From an optimization exercise on the open Yosys and OpenROAD flow, aimed at small area; shortcuts taken in it are not production practice. In this exercise RTL edits were held to simulation tests only and were not proved equivalent to the original. Power is estimated from default activity; no workload was simulated.

## flow/design.v (module list and top-level ports; edited modules follow where they fit)
// module ipt_block: 911 lines
// module ipt_aoi222: 3 lines
// module ipt_nand2: 3 lines
// module ipt_a21oi: 3 lines
// module ipt_o21ai: 3 lines
// module ipt_dec: 17 lines
// module ipt_nor2: 3 lines
// module ipt_nand2b: 3 lines
module ipt_block (
    input  wire         clk,
    input  wire         rst,
    input  wire         cmd_valid,
    input  wire [63:0]  cmd_word,
    output wire         cmd_ready,
    input  wire         tick,
    output reg          resp_valid,
    output reg  [31:0]  resp_data,
    output reg          invoke_valid,
    output wire [31:0]  invoke_ref,
    output wire [138:0] irq_en,
    output wire [416:0] irq_pri,
    output wire [3:0]   exc_en,
    output wire [20:0]  exc_pri
);
  // ...
==> flow/flow/run.sh <==
#!/bin/bash
# Standard ORFS layout (the standard.sh) with these changes: ports are
# buffered with the smallest buffer cell, and clock tree synthesis uses
# clkbuf_8 cells in clusters of at most 14 sinks, with no dummy loads.
set -euo pipefail
bash standard.sh synth > synth_make.log 2>&1
bash standard.sh \
  "BUFFER_PORTS_ARGS=-buffer_cell sky130_fd_sc_hd__buf_1" \
  "CTS_ARGS=-sink_clustering_enable -repair_clock_nets -dont_use_dummy_load -buf_list sky130_fd_sc_hd__clkbuf_8 -sink_clustering_size 14 -sink_clustering_max_diameter 60" \
  finish > layout_make.log 2>&1
==> flow/standard.sh <==
#!/bin/bash
# synth_recipe.tcl (not shown) runs the flow's synth.tcl, then flattens the netlist and writes it again
# the make line also repeats each setting of config.mk as NAME=value (left out here)
make -C /OpenROAD-flow-scripts/flow DESIGN_CONFIG=/design/flow/config.mk WORK_HOME=/design/flow/orfs CLKGATE_MAP_FILE= SYNTH_SCRIPT=/design/flow/synth_recipe.tcl "${@:-finish}"
==> flow/config.mk <==
export PLATFORM = sky130hd
export DESIGN_NAME = ipt_block
export DESIGN_NICKNAME = ipt_block
export VERILOG_FILES = /design/flow/design.v
export SDC_FILE = /design/flow/constraint.sdc
export NUM_CORES = 4
export LEC_CHECK = 0
export CAP_MARGIN = 20
export CORE_MARGIN = 2
export CORE_UTILIZATION = 55
export PLACE_DENSITY = 0.72
export SLEW_MARGIN = 20
export SYNTH_HIERARCHICAL = 1
==> flow/constraint.sdc <==
create_clock -name core_clock -period 8.0 [get_ports {clk}]
set_input_delay 1.6000 -clock core_clock [delete_from_list [all_inputs] [get_ports {clk}]]
set_output_delay 1.6000 -clock core_clock [all_outputs]
set_load 0.01 [all_outputs]
==> impl_metrics.csv, run 1 <==
group,metric,value,unit
detailed_routing,routed_via_density,6.97,
place,portBuffers,715,
synthesis,synth_mux_area_share,1.36,%
final_layout,buffer_area_share,9.64,%
timing,layout_setup_ws,2540,ps
synthesis,synthXorXnorAreaFrac,2.04,%
die,rows,83,
global_routing,grt_pass1_vias,23040,
global_routing,met2_usage,70.9,%
power,p_int,5110,uW
synthesis,synth_top_cell_by_area,"edfxtp_1",
clock_tree,cts-htree-levels,2,
die,io_pins,716,
final_layout,final_cell_mix,"714 x buf_1, 658 x edfxtp_1, 341 x nor2_1, 215 x a222oi_1, 150 x nand2_1",
synthesis,ys_top_cells_by_area,"edfxtp_1 69%, a222oi_1 7.5%, nor2_1 4.5%",
final_layout,multi_input_cells,1254,
worst_hold_path,min_from,"st_pend$_SDFF_PP0_",
synthesis,yosysSeqAreaShare,71.7,%
final_layout,multi_input_area_share,23.9,%
die,taps,680,
power,cellPowerDensity,208,nW/um^2
detailed_routing,finalWirelength,124000,microns
worst_hold_path,hold_depth,2,
power,power_leader,"sequential cells",
die,die_x,233,microns
worst_setup_path,critPathMaxFanout,5,
die,start_util,55.9,%
synthesis,synth.most_common_cell,"edfxtp_1",
final_layout,drive_gt1_share,8.12,%
run_status,status,"no timing/DRC/antenna violations",
==> run 2: changes to the inputs <==
--- a/flow/design.v
+++ b/flow/design.v
@@ -18,17 +18,17 @@
     localparam integer NGRP = 35;      
     reg [NIRQ-1:0]   en;
     reg [3*NIRQ-1:0] ipri;
     reg [2:0]        shc;
     reg [20:0]       xpri;
     reg              t_enable, t_inten, t_clksrc, t_count;
     reg [22:0]       rl;           
     reg              rl_v;
-    reg [23:0]       cur;          
+    reg [23:0]       ncur;         
     reg              cur_v;
     reg [31:0]       cb;           
     reg              cb_v;
     reg              gie, gfe, st_pend, bw_poll;
     reg              inv_alt;      
     wire [7:0]  op = cmd_word[63:56];
     wire [7:0]  fa = cmd_word[55:48];
     wire [7:0]  fb = cmd_word[47:40];
@@ -133,17 +133,23 @@
     wire cb_nz = cb_v & (|cb);
     always @(posedge clk) begin
         if (rst)
             invoke_valid <= 1'b0;
         else
             invoke_valid <= cb_nz & ((st_pend & gie) | c_dispatch);
         inv_alt <= c_setcb;
     end
-    assign invoke_ref = inv_alt ? resp_data : cb;
+    wire n_inv_alt = ~inv_alt;
+    generate
+        for (gi = 0; gi < 32; gi = gi + 1) begin : g_iref
+            ipt_a22o u_iref (.a1(inv_alt), .a2(resp_data[gi]), .b1(n_inv_alt), .b2(cb[gi]),
+                             .y(invoke_ref[gi]));
+        end
+    endgenerate
     wire [22:0] w5;
     wire [23:0] cq;                
     assign w5[1:0] = fw[1:0];
     assign w5[2]   = fw[2] ^ fw[0];
     assign cq[3]   = fw[2] & fw[0];
     generate
         for (gi = 3; gi < 23; gi = gi + 1) begin : g_add
             wire p = fw[gi] ^ fw[gi-2];
@@ -155,43 +161,47 @@
                 assign w5[gi] = ~(p ^ cq[gi]);
                 ipt_o21ai u_c (.a1(~p), .a2(cq[gi]), .b1(~g), .y(cq[gi+1]));
             end
         end
     endgenerate
     wire [22:0] rdec;
     wire [23:0] cdec;
     ipt_dec #(.N(23)) u_rdec (.x(rl),  .d(rdec));
-    ipt_dec #(.N(24)) u_cdec (.x(cur), .d(cdec));
-    wire hi_zero  = ~(|cur[23:2]);
-    wire cur_zero = ~cur_v | (hi_zero & ~cur[1] & cur[0]);      
-    wire cur_one  = cur_v & hi_zero & cur[1] & ~cur[0];         
+    ipt_decn #(.N(24)) u_cdec (.xn(ncur), .d(cdec));
+    wire hi_ones  = &ncur[23:2];
+    wire cur_zero = ~cur_v | (hi_ones & ncur[1] & ~ncur[0]);    
+    wire cur_one  = cur_v & hi_ones & ~ncur[1] & ncur[0];       
     wire c_load   = c_tinit | c_tbusywait;
     wire poll_end = bw_poll & t_count;
     wire c_clear  = c_tdeinit | poll_end;       
     wire exc9     = c_exc & k9;
     wire en_k   = c_tstart ? 1'b1 : (c_tstop ? 1'b0 : t_enable);
     wire ie_k   = exc9 ? c_enexc : t_inten;
     wire keep   = ~(c_load | c_clear);
     wire tk     = tick & en_k & keep;           
     wire expire = tk & cur_one;
     wire cnt_clr = bw_poll | c_load | c_tdeinit | c_tstart | c_tstop | exc9
                  | (c_rdreg & (fa == 8'h50));
     wire ld_rv  = c_load & tick;                
     wire ld_rl  = tk & cur_zero & rl_v;         
     wire ld_dec = tk & ~cur_zero;               
+    wire [23:0] ncur_d;
+    ipt_nand2 u_ncd0 (.a(ld_dec), .b(cdec[0]), .y(ncur_d[0]));
+    generate
+        for (gi = 1; gi < 24; gi = gi + 1) begin : g_ncd
+            ipt_aoi222 u_ncd (.a1(ld_rv), .a2(w5[gi-1]), .b1(ld_rl), .b2(rl[gi-1]),
+                              .c1(ld_dec), .c2(cdec[gi]), .y(ncur_d[gi]));
+        end
+    endgenerate
     always @(posedge clk) begin
         if (c_load)
             rl <= w5;
-        if (ld_rv)
-            cur <= {w5, 1'b0};
-        else if (ld_rl)
-            cur <= {rl, 1'b0};
-        else if (ld_dec)
-            cur <= cdec;
+        if (ld_rv | ld_rl | ld_dec)
+            ncur <= ncur_d;
     end
     always @(posedge clk) begin
         if (rst) begin
             t_enable <= 1'b0;
             t_inten  <= 1'b0;
             t_clksrc <= 1'b0;
             t_count  <= 1'b0;
             rl_v     <= 1'b0;
@@ -939,8 +949,26 @@
     endgenerate
 endmodule
 module ipt_nor2 (input wire a, b, output wire y);
     assign y = ~(a | b);
 endmodule
 module ipt_nand2b (input wire an, b, output wire y);
     assign y = ~(~an & b);
 endmodule
+module ipt_decn #(parameter integer N = 8) (input wire [N-1:0] xn, output wire [N-1:0] d);
+    wire [N:0] z;
+    assign d[0] = xn[0];
+    assign z[1] = xn[0];
+    genvar i;
+    generate
+        for (i = 1; i < N; i = i + 1) begin : g_b
+            assign d[i] = ~(xn[i] ^ z[i]);
+            ipt_and2 u_z (.a(z[i]), .b(xn[i]), .y(z[i+1]));
+        end
+    endgenerate
+endmodule
+module ipt_and2 (input wire a, b, output wire y);
+    assign y = a & b;
+endmodule
+module ipt_a22o (input wire a1, a2, b1, b2, output wire y);
+    assign y = (a1 & a2) | (b1 & b2);
+endmodule
==> flow/config.mk (replaced) <==
export PLATFORM = sky130hd
export DESIGN_NAME = ipt_block
export DESIGN_NICKNAME = ipt_block
export VERILOG_FILES = /design/flow/design.v
export SDC_FILE = /design/flow/constraint.sdc
export NUM_CORES = 4
export LEC_CHECK = 0
export CAP_MARGIN = 20
export CORE_MARGIN = 2
export CORE_UTILIZATION = 45
export SLEW_MARGIN = 20
export SYNTH_HIERARCHICAL = 1
==> run 2 against run 1 <==
Compared with the run above:
- clock-buffer cell count increased by 1
- wire length increased by 3.9%
- combinational power increased by 3.0%
- clock power about the same
- worst setup slack improved by 14 ps
- synthesized cell count decreased by 2.3%
- final area increased by 0.80%
- critical path type unchanged
- highest routed layer is now met5
==> impl_metrics.csv, run 2 <==
group,metric,value,unit
timing,rsz0062_at_grt,"false",
synthesis,yosysSeqAreaShare,71.9,%
global_routing,antenna_found_initial,15,
synthesis,synth_commonest_cells,"659 x edfxtp_1, 337 x nor2_1, 238 x a222oi_1",
detailed_routing,drt_pass1_iterations,10,
synthesis,async_reset_ff_share,0,%
synthesis,synth.most_common_cell,"edfxtp_1",
power,cellPowerDensity,208,nW/um^2
timing,setup_viol,0,
final_layout,reg.largest.list,"ipri x417, en x139",
die,die_x,257,microns
clock_tree,root_buffer,"clkbuf_8",
worst_hold_path,min_to,"resp_data[28]$_DFF_P_",
die,start_util,45.6,%
synthesis,syn_inst,1985,
timing,slew-limit-headroom,16.9,%
final_layout,nFillCells,5549,
clock_tree,path_clk_slew,100,ps
detailed_routing,routed_via_density,6.63,
clock_tree,cts_max_path_buffers,3,
worst_setup_path,critPathMaxFanout,5,
synthesis,syn_avg_cell_area,14.5,sq um
final_layout,regMostFlops,"ipri",
timing,min_period,5450,ps
final_layout,fin_nets,2891,
timing,hold_viol_final,0,
synthesis,synth_edf_count,659,
worst_hold_path,hold_depth,2,
timing,finalCritPeriodShare,68.1,%
global_routing,grt_pass1_vias,23495,
die,io_pins,716,
final_layout,design_area,34000,sq um
worst_setup_path,crit_required,8490,ps
die,die_y,257,microns
timing,max_clock_freq,183,MHz
final_layout,drive_gt1_share,7.57,%
global_routing,grt_usage,37.7,%
clock_tree,cts-htree-levels,2,
worst_setup_path,criticalPathCategory,"in2reg",
detailed_routing,finalWirelength,129000,microns
place,portBuffers,715,
clock_tree,cts_tree,"built",
final_layout,synthToLayoutAreaGrowth,18.2,%
die,rows,92,
detailed_routing,ant_nets,0,
final_layout,register_area,20700,sq um
global_routing,grt_pass1_wl,178000,microns
synthesis,yosys_warnings,7,
place,gp_congestion,0.977,
final_layout,multi_input_area,8070,sq um
worst_setup_path,r2r_start,"ncur[0]$_DFFE_PP_",
global_routing,grt_max_degree,96,
worst_hold_path,min_from,"en[124]$_DFFE_PP_",
worst_hold_path,worstHoldPathType,"reg2reg",
worst_setup_path,reg2reg_slack,2730,ps
final_layout,largest_reg_flops,417,
final_layout,mostFrequentLayoutCell,"buf_1",
worst_setup_path,startpoint_type,"input pin",
die,die-area,66000,sq um
synthesis,ys_top_cells_by_area,"edfxtp_1 69%, a222oi_1 8.3%, nor2_1 4.4%",
worst_setup_path,cp.arrival,5940,ps
power,ir_worst_vdd,0.133,mV
timing,fin_setup_tns,0,ps
clock_tree,cts.sinks,704,
detailed_routing,drtIter0Drc,4599,
power,cellLeakagePower,0.0107,uW
timing,drv_slew,0,
run_status,status,"no timing/DRC/antenna violations",
synthesis,synth_nets,2073,
worst_setup_path,critPathCaptureType,"register",
place,post_dp_cell_area,33200,sq um
clock_tree,cts_buffers,60,
clock_tree,cts_resized,0,
clock_tree,post-cts-setup-buffers,0,
timing,finClkSkew,76.9,ps
clock_tree,hold_buffers,0,
detailed_routing,drt-wirelength-per-cell,35.2,microns
flow_run,cap_violations,0,
detailed_routing,drc,0,
detailed_routing,via_count,24257,
worst_setup_path,r2r_cells,25,
synthesis,synth_ff_type,"edfxtp_1",
die,core,63200,sq um
synthesis,synth_cell_types,60,
synthesis,synth.ff_latch_count,704,
synthesis,syn_area,28800,sq um
synthesis,yosysTopAreaCellShare,68.7,%
clock_tree,clock_latency,740,ps
worst_setup_path,r2r_end,"resp_data[23]$_DFF_P_",
global_routing,grt_overflow_total,0,
final_layout,final_cell_mix,"712 x buf_1, 659 x edfxtp_1, 329 x nor2_1, 238 x a222oi_1, 126 x nand2_1",
timing,worstMarginPinSlew,1230,ps
place,hpwl,95300,microns
synthesis,synth_top_cell_by_area,"edfxtp_1",
## run 2: critical path, cell delays in order
cell and delay, ps:
buf_1 140, ha_1 350, a21oi_2 80, o21ai_1 220, a21oi_2 100, o21ai_1 240, a21oi_2 130, o21ai_1 250
a21oi_2 110, o21ai_1 240, a21oi_2 110, o21ai_1 250, a21oi_2 110, o21ai_1 230, a21oi_2 100, o21ai_1 240
a21oi_2 100, o21ai_1 250, a21oi_2 110, o21ai_1 260, a21oi_2 90, xor2_1 160, xnor2_1 140, a222oi_1 320
## run 2: logic make-up after synthesis
kind of cell	synth area share, %
DFF	71.9
buffers and inverters	0.869
adders and majority gates	0.869
xor gates and xnor gates	2.04
AOI/OAI and AO/OA	11.9
and+or+nand+nor	12.4
## run 2: per-module statistics from Yosys, one instance, submodules excluded, excerpt
| module | cell area (sq um) | copies in the design | cells inside |
|---|---|---|---|
| ipt_block | 24100 | 1 | 1261 |
| ipt_nand2b | 6.26 | 10 | 1 |
| ipt_o21ai | 5.00 | 9 | 1 |
| ipt_aoi222 | 10.0 | 238 | 1 |
| ipt_a21oi | 8.76 | 10 | 1 |
| ipt_nor2 | 3.75 | 289 | 1 |
| ipt_nand2 | 3.75 | 67 | 1 |
## run 2: worst max-delay path by stage
stage,cells after the start,slack (ps),endpoint,from
final,24,2550,ncur[23]$_DFFE_PP_,cmd_word[1]
after global routing,24,2240,ncur[23]$_DFFE_PP_,cmd_word[1]
after CTS,24,2610,ncur[23]$_DFFE_PP_,cmd_word[1]
after detailed placement,24,1870,ncur[23]$_DFFE_PP_,cmd_word[1]
after global placement,24,1990,ncur[23]$_DFFE_PP_,cmd_word[1]
after floorplan,3,1510,ipri[0]$_DFFE_PP_,rst
## run 2: metal layers
metal | global-route usage [%] | part of all wire [%]
met1 | 46.0 | 35
met2 | 62.7 | 48
met3 | 10.7 | 12
met4 | 16.2 | 5.1
met5 | 0 | 0.061
## run 2: where the power goes
| group | internal [uW] | switching, uW |
|---|---|---|
| registers | 4270 | 190 |
| clock network | 665 | 1170 |
| logic | 183 | 598 |
## run 2: layout make-up
| type | count | share of cell area, % |
|---|---|---|
| diodes | 11 | 0.0809 |
| flip-flops and latches | 704 | 60.8 |
| clock buffers | 60 | 2.43 |
| well taps | 846 | 3.11 |
| multi-input cells | 1217 | 23.7 |
| inverters | 30 | 0.331 |
| repair buffers | 790 | 9.56 |
## run 2: metrics by stage
step                setup slack [ps]  std cells  power (uW)  hold WS, ps  utilization (%)
finish                          2550       3658        7080          504             53.9
global route                    2240       3652        7230          511             53.8
CTS                             2610       3645        7050          492             53.8
detailed placement              1870       3585        5290          472             52.5
global placement                1990       3584        5290          457             52.4
floorplan                       1510       1985        4800          441                -

-- static timing again, ports no longer ideal --
In the flow no input, the clock included, has a driving cell. The finished layouts below were timed again as built, in two steps.
Step 1 (the two cells are an assumption about what drives the block):
set clk [get_ports {clk}]
set_driving_cell -lib_cell sky130_fd_sc_hd__clkbuf_16 $clk
set_driving_cell -lib_cell sky130_fd_sc_hd__buf_2 [delete_from_list [all_inputs] $clk]
Step 2 moves the port delays by t, midway between the first and last clock arrival at a register: inputs arrive t later, outputs are due t later. That takes back most of the time a late clock gives input paths.
Slacks: ideal / step 1 / step 2; pairs: ideal / step 1.
run | t, ns | slack for setup (ns) | worst data-port slew with drivers (ns) | cell pins on the clock port's net
run 1 | 0.761 | 2.535 / 2.573 / 1.812 | 0.15 | 1
run 2 | 0.764 | 2.549 / 2.501 / 1.737 | 0.11 | 1
After both steps setup and hold are still met in every run listed. The setup slack of run 2, which loses most, moves by -0.048 ns with the drivers and by -0.812 ns with both steps.
